This design comes from an exercise in tuning for small area, a short achievable clock period and few clock cycles per item on the open sky130 flow, not from production work.
Function was checked by simulation only, so behaviour that the tests miss may differ from the original.

==> flow/design.v <==
module aes_sbox_d (
  input  wire [7:0] a,
  output reg  [3:0] di
);
  wire [3:0] d;
  assign d[0] = ((a[0] ^ a[3] ^ a[4] ^ a[6]) & (a[1] ^ a[2] ^ a[3] ^ a[5] ^ a[7]))
             ^ ((a[2] ^ a[5] ^ a[6]) & (a[4] ^ a[6]))
             ^ ((a[5]) & (a[6]))
             ^ ((a[3]) & (a[7]))
             ^ (a[0] ^ a[2] ^ a[5]);
  assign d[1] = ((a[0] ^ a[2] ^ a[6]) & (a[1] ^ a[4] ^ a[5] ^ a[6]))
             ^ ((a[2] ^ a[3] ^ a[5] ^ a[6]) & (a[4] ^ a[5]))
             ^ ((a[3]) & (a[5] ^ a[7]))
             ^ ((a[6]) & (a[7]))
             ^ (a[1] ^ a[2] ^ a[4] ^ a[6] ^ a[7]);
  assign d[2] = ((a[0] ^ a[6] ^ a[7]) & (a[2] ^ a[3]))
             ^ ((a[1] ^ a[5] ^ a[7]) & (a[3] ^ a[4] ^ a[5] ^ a[6] ^ a[7]))
             ^ ((a[4] ^ a[6]) & (a[5] ^ a[6]))
             ^ ((a[6]) & (a[7]))
             ^ (a[1] ^ a[2] ^ a[4] ^ a[6]);
  assign d[3] = ((a[1] ^ a[3] ^ a[4] ^ a[5] ^ a[6]) & (a[2] ^ a[3] ^ a[4] ^ a[5] ^ a[6] ^ a[7]))
             ^ ((a[0] ^ a[4] ^ a[6]) & (a[5] ^ a[7]))
             ^ ((a[4]) & (a[6] ^ a[7]))
             ^ ((a[3]) & (a[7]))
             ^ (a[3] ^ a[4] ^ a[5] ^ a[6]);
  always @(*) begin
    case (d)
      4'd0: di = 4'd0;
      4'd1: di = 4'd1;
      4'd2: di = 4'd9;
      4'd3: di = 4'd14;
      4'd4: di = 4'd13;
      4'd5: di = 4'd11;
      4'd6: di = 4'd7;
      4'd7: di = 4'd6;
      4'd8: di = 4'd15;
      4'd9: di = 4'd2;
      4'd10: di = 4'd12;
      4'd11: di = 4'd5;
      4'd12: di = 4'd10;
      4'd13: di = 4'd4;
      4'd14: di = 4'd3;
      4'd15: di = 4'd8;
      default: di = 4'd0;
    endcase
  end
endmodule
module aes_sbox_y (
  input  wire [7:0] a,
  input  wire [3:0] di,
  output wire [7:0] y
);
  wire [7:0] l0;
  assign l0[0] = a[0] ^ a[2] ^ a[3] ^ a[5];
  assign l0[1] = a[0] ^ a[2] ^ a[3] ^ a[6];
  assign l0[2] = a[0] ^ a[1] ^ a[2] ^ a[4];
  assign l0[3] = a[0] ^ a[1] ^ a[4] ^ a[6];
  assign l0[4] = a[0] ^ a[2] ^ a[3] ^ a[4];
  assign l0[5] = a[5] ^ a[6] ^ a[7];
  assign l0[6] = a[2] ^ a[3] ^ a[4] ^ a[5] ^ a[6];
  assign l0[7] = a[1] ^ a[2] ^ a[7];
  wire [7:0] l1;
  assign l1[0] = a[0] ^ a[4] ^ a[7];
  assign l1[1] = a[1] ^ a[3] ^ a[5] ^ a[6];
  assign l1[2] = a[0] ^ a[2] ^ a[3] ^ a[4] ^ a[5] ^ a[6] ^ a[7];
  assign l1[3] = a[0] ^ a[2] ^ a[3] ^ a[5] ^ a[6] ^ a[7];
  assign l1[4] = a[2] ^ a[3] ^ a[5] ^ a[6] ^ a[7];
  assign l1[5] = a[0] ^ a[5] ^ a[7];
  assign l1[6] = a[1] ^ a[5] ^ a[7];
  assign l1[7] = a[0] ^ a[3] ^ a[4] ^ a[5];
  wire [7:0] l2;
  assign l2[0] = a[2] ^ a[6] ^ a[7];
  assign l2[1] = a[1] ^ a[3] ^ a[5] ^ a[6] ^ a[7];
  assign l2[2] = a[0] ^ a[2] ^ a[3] ^ a[6];
  assign l2[3] = a[1] ^ a[2] ^ a[5] ^ a[6];
  assign l2[4] = a[0] ^ a[1] ^ a[4] ^ a[6] ^ a[7];
  assign l2[5] = a[0] ^ a[3] ^ a[4] ^ a[5] ^ a[7];
  assign l2[6] = a[1] ^ a[4] ^ a[6] ^ a[7];
  assign l2[7] = a[0] ^ a[1] ^ a[2];
  wire [7:0] l3;
  assign l3[0] = a[1] ^ a[3] ^ a[6];
  assign l3[1] = a[4] ^ a[5] ^ a[7];
  assign l3[2] = a[1] ^ a[3] ^ a[5] ^ a[6];
  assign l3[3] = a[3] ^ a[4] ^ a[7];
  assign l3[4] = a[0] ^ a[1] ^ a[2] ^ a[4] ^ a[5] ^ a[7];
  assign l3[5] = a[0] ^ a[2] ^ a[3] ^ a[4] ^ a[6];
  assign l3[6] = a[1];
  assign l3[7] = a[1] ^ a[2] ^ a[4] ^ a[6] ^ a[7];
  assign y = ({8{di[0]}} & l0) ^ ({8{di[1]}} & l1) ^ ({8{di[2]}} & l2) ^ ({8{di[3]}} & l3) ^ 8'h63;
endmodule
module rxp_ctr_de (
  input  wire         clk,
  input  wire         rst_n,
  input  wire         in_valid,
  output wire         in_ready,
  input  wire         in_first,
  input  wire [127:0] in_key,
  input  wire [127:0] in_iv,
  input  wire [127:0] in_data,
  output reg          out_valid,
  output reg  [127:0] out_data
);
  reg         va, vb;      
  reg  [3:0]  ra, rb;      
  reg         rdy;         
  reg         rdy_o;       
  reg [127:0] key_r;       
  reg [127:0] ctr_r;       
  reg [127:0] x;           
  reg [127:0] ka;          
  reg [127:0] ya;          
  reg  [63:0] yd;          
  reg [127:0] kb;          
  reg  [15:0] kd;          
  reg [127:0] d0, d1;      
  assign in_ready = rdy_o;
  wire accept = in_valid && rdy_o;
  function [127:0] inc128;
    input [127:0] v;
    integer k;
    begin
      for (k = 0; k < 128; k = k + 1)
        inc128[k] = v[k] ^ (&(v | ~({128{1'b1}} >> (128 - k))));
    end
  endfunction
  wire [127:0] blk_key = in_first ? in_key : key_r;
  wire [127:0] blk_ctr = in_first ? in_iv  : inc128(ctr_r);
  function [7:0] xtime;
    input [7:0] a;
    xtime = {a[6:0], 1'b0} ^ (a[7] ? 8'h1b : 8'h00);
  endfunction
  wire [127:0] xk = x ^ ka;                   
  wire [63:0] xd;
  wire [15:0] kxd;
  wire [31:0] rot = {ka[23:0], ka[31:24]};    
  genvar i, c;
  generate
    for (i = 0; i < 16; i = i + 1) begin : g_da
      aes_sbox_d u_d (.a(xk[127 - 8*i -: 8]), .di(xd[63 - 4*i -: 4]));
    end
    for (i = 0; i < 4; i = i + 1) begin : g_dk
      aes_sbox_d u_d (.a(rot[31 - 8*i -: 8]), .di(kxd[15 - 4*i -: 4]));
    end
  endgenerate
  wire [7:0] sb [0:15];    
  wire [7:0] sr [0:15];    
  wire [7:0] mc [0:15];    
  generate
    for (i = 0; i < 16; i = i + 1) begin : g_yb
      aes_sbox_y u_y (.a(ya[127 - 8*i -: 8]), .di(yd[63 - 4*i -: 4]), .y(sb[i]));
    end
    for (c = 0; c < 4; c = c + 1) begin : g_shift
      assign sr[4*c + 0] = sb[4*((c + 0) % 4) + 0];
      assign sr[4*c + 1] = sb[4*((c + 1) % 4) + 1];
      assign sr[4*c + 2] = sb[4*((c + 2) % 4) + 2];
      assign sr[4*c + 3] = sb[4*((c + 3) % 4) + 3];
    end
    for (c = 0; c < 4; c = c + 1) begin : g_mix
      wire [7:0] a0 = sr[4*c + 0];
      wire [7:0] a1 = sr[4*c + 1];
      wire [7:0] a2 = sr[4*c + 2];
      wire [7:0] a3 = sr[4*c + 3];
      assign mc[4*c + 0] = xtime(a0) ^ (xtime(a1) ^ a1) ^ a2 ^ a3;
      assign mc[4*c + 1] = a0 ^ xtime(a1) ^ (xtime(a2) ^ a2) ^ a3;
      assign mc[4*c + 2] = a0 ^ a1 ^ xtime(a2) ^ (xtime(a3) ^ a3);
      assign mc[4*c + 3] = (xtime(a0) ^ a0) ^ a1 ^ a2 ^ xtime(a3);
    end
  endgenerate
  wire [127:0] sr_vec, mc_vec;
  generate
    for (i = 0; i < 16; i = i + 1) begin : g_pack
      assign sr_vec[127 - 8*i -: 8] = sr[i];
      assign mc_vec[127 - 8*i -: 8] = mc[i];
    end
  endgenerate
  reg [7:0] rcon;
  always @(*) begin
    case (rb)
      4'd1:    rcon = 8'h01;
      4'd2:    rcon = 8'h02;
      4'd3:    rcon = 8'h04;
      4'd4:    rcon = 8'h08;
      4'd5:    rcon = 8'h10;
      4'd6:    rcon = 8'h20;
      4'd7:    rcon = 8'h40;
      4'd8:    rcon = 8'h80;
      4'd9:    rcon = 8'h1b;
      default: rcon = 8'h36;
    endcase
  end
  wire [31:0] w0 = kb[127:96];
  wire [31:0] w1 = kb[95:64];
  wire [31:0] w2 = kb[63:32];
  wire [31:0] w3 = kb[31:0];
  wire [31:0] krot = {w3[23:0], w3[31:24]};
  wire [31:0] sub;
  generate
    for (i = 0; i < 4; i = i + 1) begin : g_yk
      aes_sbox_y u_y (.a(krot[31 - 8*i -: 8]), .di(kd[15 - 4*i -: 4]), .y(sub[31 - 8*i -: 8]));
    end
  endgenerate
  wire [31:0] t  = sub ^ {rcon, 24'h000000};
  wire [31:0] n0 = t ^ w0;
  wire [31:0] n1 = t ^ (w0 ^ w1);
  wire [31:0] n2 = t ^ (w0 ^ w1 ^ w2);
  wire [31:0] n3 = t ^ (w0 ^ w1 ^ w2 ^ w3);
  wire [127:0] next_rk = {n0, n1, n2, n3};
  wire last = vb && (rb == 4'd10);
  always @(posedge clk) begin
    ya <= xk;
    yd <= xd;
    kb <= ka;
    kd <= kxd;
    x  <= rdy ? blk_ctr : mc_vec;
    ka <= rdy ? blk_key : next_rk;
    d0 <= rdy ? in_data : d1;
    d1 <= d0;
    out_data <= sr_vec ^ next_rk ^ d1;
  end
  always @(posedge clk) begin
    if (accept && in_first)
      key_r <= in_key;
    if (accept) begin
      ctr_r <= blk_ctr;
    end
  end
  always @(posedge clk) begin
    if (!rst_n) begin
      va        <= 1'b0;
      vb        <= 1'b0;
      rdy       <= 1'b1;
      rdy_o     <= 1'b0;
      out_valid <= 1'b0;
    end else begin
      vb        <= va;
      va        <= accept || (vb && !last);
      rdy       <= !va || (ra == 4'd10);
      rdy_o     <= !va || (ra == 4'd10);
      out_valid <= last;
    end
  end
  always @(posedge clk) begin
    rb <= ra;
    ra <= rdy ? 4'd1 : rb + 4'd1;
  end
endmodule
==> flow/run.sh <==
#!/bin/bash
# synth_recipe.tcl (not shown) runs the flow's synth.tcl, then flattens the netlist and writes it again
# the make line also repeats each setting of config.mk as NAME=value (left out here)
make -C /OpenROAD-flow-scripts/flow DESIGN_CONFIG=/design/flow/config.mk WORK_HOME=/design/flow/orfs CLKGATE_MAP_FILE= SYNTH_SCRIPT=/design/flow/synth_recipe.tcl finish
==> flow/config.mk <==
export PLATFORM = sky130hd
export DESIGN_NAME = rxp_ctr_de
export DESIGN_NICKNAME = rxp_ctr_de
export VERILOG_FILES = /design/flow/design.v
export SDC_FILE = /design/flow/constraint.sdc
export NUM_CORES = 4
export LEC_CHECK = 0
export CAP_MARGIN = 0
export CORE_MARGIN = 2
export CORE_UTILIZATION = 45
export PLACE_DENSITY = 0.55
export SETUP_SLACK_MARGIN = 3.5
export SLEW_MARGIN = 0
export TNS_END_PERCENT = 0
==> flow/constraint.sdc <==
create_clock -name core_clock -period 6.0 [get_ports {clk}]
set_input_delay 1.2000 -clock core_clock [delete_from_list [all_inputs] [get_ports {clk}]]
set_output_delay 1.2000 -clock core_clock [all_outputs]
set_load 0.01 [all_outputs]
==> flow_metrics.env <==
export IMPL_status="no timing/DRC/antenna violations"
export IMPL_antenna_found_initial=12
export IMPL_design_core_area_um2=176000
export IMPL_die_y_um=425
export IMPL_synth_area_leaders="dfxtp_1 (25%), xnor2_1 (19%), edfxtp_1 (9.6%)"
export IMPL_syn_area_per_cell_um2=9.91
export IMPL_drt_iter0_drc=4712
export IMPL_cp_arrival_ns=3.78
export IMPL_synth_top_area_share_pct=25.0
export IMPL_start_kind="flip-flop"
export IMPL_grt_pass1_wl_mm=402
export IMPL_viasPerCell=5.28
export IMPL_met1_usage_pct=40.4
export IMPL_end_kind="flip-flop"
export IMPL_finalWirelength_mm=280
export IMPL_numCtsBuffers=147
export IMPL_synth_top_cell_by_area="dfxtp_1"
export IMPL_io_buffers=517
export IMPL_clockBufferDepth=3
export IMPL_avgRoutedWirePerCell_um=25.1
export IMPL_route_vias_total=58994
export IMPL_firstDrtPassIters=6
export IMPL_start_util_pct=45.3
export IMPL_yosysWarnings=2
export IMPL_place_congestion=0.938
export IMPL_hold_path_startpoint="d0[96]"
export IMPL_tightest_slew_ns=1.16
export IMPL_synth_cells=8066
export IMPL_r2r_slack_ns=2.90
export IMPL_htreeDepth=4
export IMPL_whs_path_depth=0
export IMPL_busiest_layer="met2"
export IMPL_r2r_end="yd[10]"
export IMPL_ys_flop_type="dfxtp_1"
export IMPL_drv_cap=0
export IMPL_maxSlewHeadroom_pct=22.3
export IMPL_layout_setup_ws_ns=2.90
export IMPL_cts_tree="done"
export IMPL_ys_async_sr_fraction_pct=0
export IMPL_grtUsageTotal_pct=30.3
export IMPL_synth_area_um2=79900
export IMPL_reg2reg_from="ka[22]"
export IMPL_hold_path_class="reg -> reg"
export IMPL_fin_worst_skew_ns=0.0352
export IMPL_grt_max_degree=162
export IMPL_seq_area_frac_synth_pct=34.6
export IMPL_dp_cells=10617
export IMPL_ys_types=92
export IMPL_root_buffer="clkbuf_16"
export IMPL_cp_required_ns=6.68
export IMPL_finalSetupViolCount=0
export IMPL_rows=154
export IMPL_cp_max_fo=9
export IMPL_cts_sinks=1253
export IMPL_synth_nets=8647
export IMPL_layout_nets=9281
export IMPL_ys_ff_latch=1253
export IMPL_slew_violations=0
export IMPL_hold_viol=0
export IMPL_ctsHoldBuffers=0
export IMPL_fin_tns_setup_ns=0
export IMPL_ant_nets=0
export IMPL_period_needed_ns=3.10
export IMPL_critical_path_class="reg -> reg"
export IMPL_hpwlAfterDp_mm=214
export IMPL_grt_overflow=0
export IMPL_timing_final_crit_share_pct=51.7
export IMPL_grtUsageMet3_pct=3.78
export IMPL_grt_pass1_vias=58169
export IMPL_synth_edff_count=256
export IMPL_drive_above_1_share_pct=19.3
export IMPL_die_w_um=425
export IMPL_place_area_um2=87200
export IMPL_pre_cts_slack_ns=0.767
export IMPL_synthTopCellsByCount="xnor2_1 (1734), dfxtp_1 (997), nand2_1 (810), xor2_1 (704), nor2_1 (398)"
export IMPL_yosysMostFrequentCell="xnor2_1"
export IMPL_area_growth_pct=26.0
export IMPL_ios=518
export IMPL_die_area_um2=181000
export IMPL_finalInstanceArea_um2=101000
export IMPL_rsz0062_at_grt="yes"
export IMPL_clk_pin_slew_ns=0.06
export IMPL_fin_cells=11167
export IMPL_rr_worst_depth=13
export IMPL_use_met2_pct=49.2
export IMPL_clock_latency_ns=0.81
export IMPL_max_freq_mhz=322
export IMPL_drc=0
export IMPL_holdPathEnd="d1[96]"
==> worst max-delay path by stage <==
stage | startpoint | end | slack [ns] | depth (start not counted)
after global placement | kb[25] | out_data[4] | 0.77 | 9
after detailed placement | kb[25] | out_data[4] | 0.77 | 9
after global routing | ka[22] | yd[11] | 2.77 | 13
after floorplan | in_first | key_r[0] | 2.05 | 5
after CTS | ctr_r[1] | x[74] | 3.00 | 12
final | ka[22] | yd[10] | 2.90 | 13
==> cell type report <==
class                           instances  area (µm²)
Antenna cell                            6        15.0
Sequential cell                      1253       28100
Clock buffer                          220        4320
Tap cell                             2340        2930
Inverter                              271        1050
Timing Repair Buffer                  878        8430
Clock inverter                         50         583
Fill cell                           15190       75600
Multi-Input combinational cell       6149       55400
==> critical path, stage by stage (launching register included) <==
cell      delay [ns]
dfxtp_4         0.41
xnor2_4         0.45
xnor2_4         0.14
xnor2_2         0.24
or3b_1          0.38
a21oi_1         0.16
a211oi_2        0.08
xnor2_2         0.18
buf_4           0.16
buf_4           0.14
ha_1            0.18
nor2b_1         0.10
nor3_1          0.05
a211oi_1        0.27
==> timing repair <==
action | in CTS | in global routing
pin swaps | 185 | 15
buffers inserted | 257 | 17
resized for setup | 997 | 33
setup endpoints to repair | 874 | 848
==> flip-flops by register name (all words and copies together), names as in the netlist, 4 cells and up <==
register	flops
out_data	128
kd	16
d0	128
ka	128
ya	128
d1	128
yd	64
key_r	128
rb	4
x	128
ctr_r	128
kb	128
ra	4
rcon	8
==> metrics by stage <==
step / hold WS (ns) / utilization (%)
after detailed placement: 0.312 / 49.5
after global placement: 0.310 / 49.4
final: 0.318 / 57.1
after floorplan: 0.310 / -
after CTS: 0.314 / 56.9
after global routing: 0.325 / 57.1
==> cells by family after synthesis <==
family | after synthesis | synth area share (%)
flip-flops | 1253 | 34.6
adder cells (fa/ha/maj) | 225 | 3.42
AND/OR/NAND/NOR | 1682 | 9.22
buffers and inverters | 664 | 3.37
AO/OA/AOI/OAI | 985 | 7.39
XOR/XNOR | 2772 | 35.4
multiplexers | 485 | 6.60
==> routing by layer <==
metal	vias up	routed length (µm)
li1	27958	-
met1	28870	120000
met2	1746	130000
met3	416	15400
met4	4	14300
met5	-	14
==> layout by cell type, fill, tap and decap left out, types with 153 or more instances in the layout <==
| master | instances |
|---|---|
| xnor2_1 | 1454 |
| nand2_1 | 809 |
| dfxtp_1 | 801 |
| xor2_1 | 572 |
| clkdlybuf4s50_1 | 497 |
| nor2_1 | 395 |
| buf_4 | 311 |
| o21ai_0 | 265 |
| edfxtp_1 | 256 |
| a21oi_1 | 246 |
| inv_1 | 245 |
| xnor2_2 | 241 |
| mux2i_1 | 237 |
| mux2_2 | 234 |
| ha_1 | 192 |
| clkbuf_16 | 153 |
Testbench counts, summed over its fixed seeds: cycles 48,016, items 4,800.

-- port drivers added, routing unchanged --
How much do the figures lean on ideal ports? The routed layout below was timed once more, with nothing changed but the port constraints. Step 1: set_driving_cell puts a clkbuf_16 on clk and a buf_2 on each other input, an assumption about the parent block. Step 2 adds t to the input delays and takes it off the output delays; t is the mean of the earliest and latest rising clock arrival at the registers after step 1. Input paths then give back, and output paths get back, about the clock's delay inside the block. a / b / c = ideal / step 1 / step 2; a / b = the first two.
t (ns): 0.879
setup slack, ns: 2.895 / 2.895 / 2.378
slew at the worst register clock pin (ns): 0.07 / 0.07
worst data-port slew with drivers (ns): 0.12
pins driven straight from the clock port: 1
After both steps setup and hold are still met in this run. For this run, drivers alone change the setup slack by 0.000 ns; drivers and shift together by -0.517 ns.
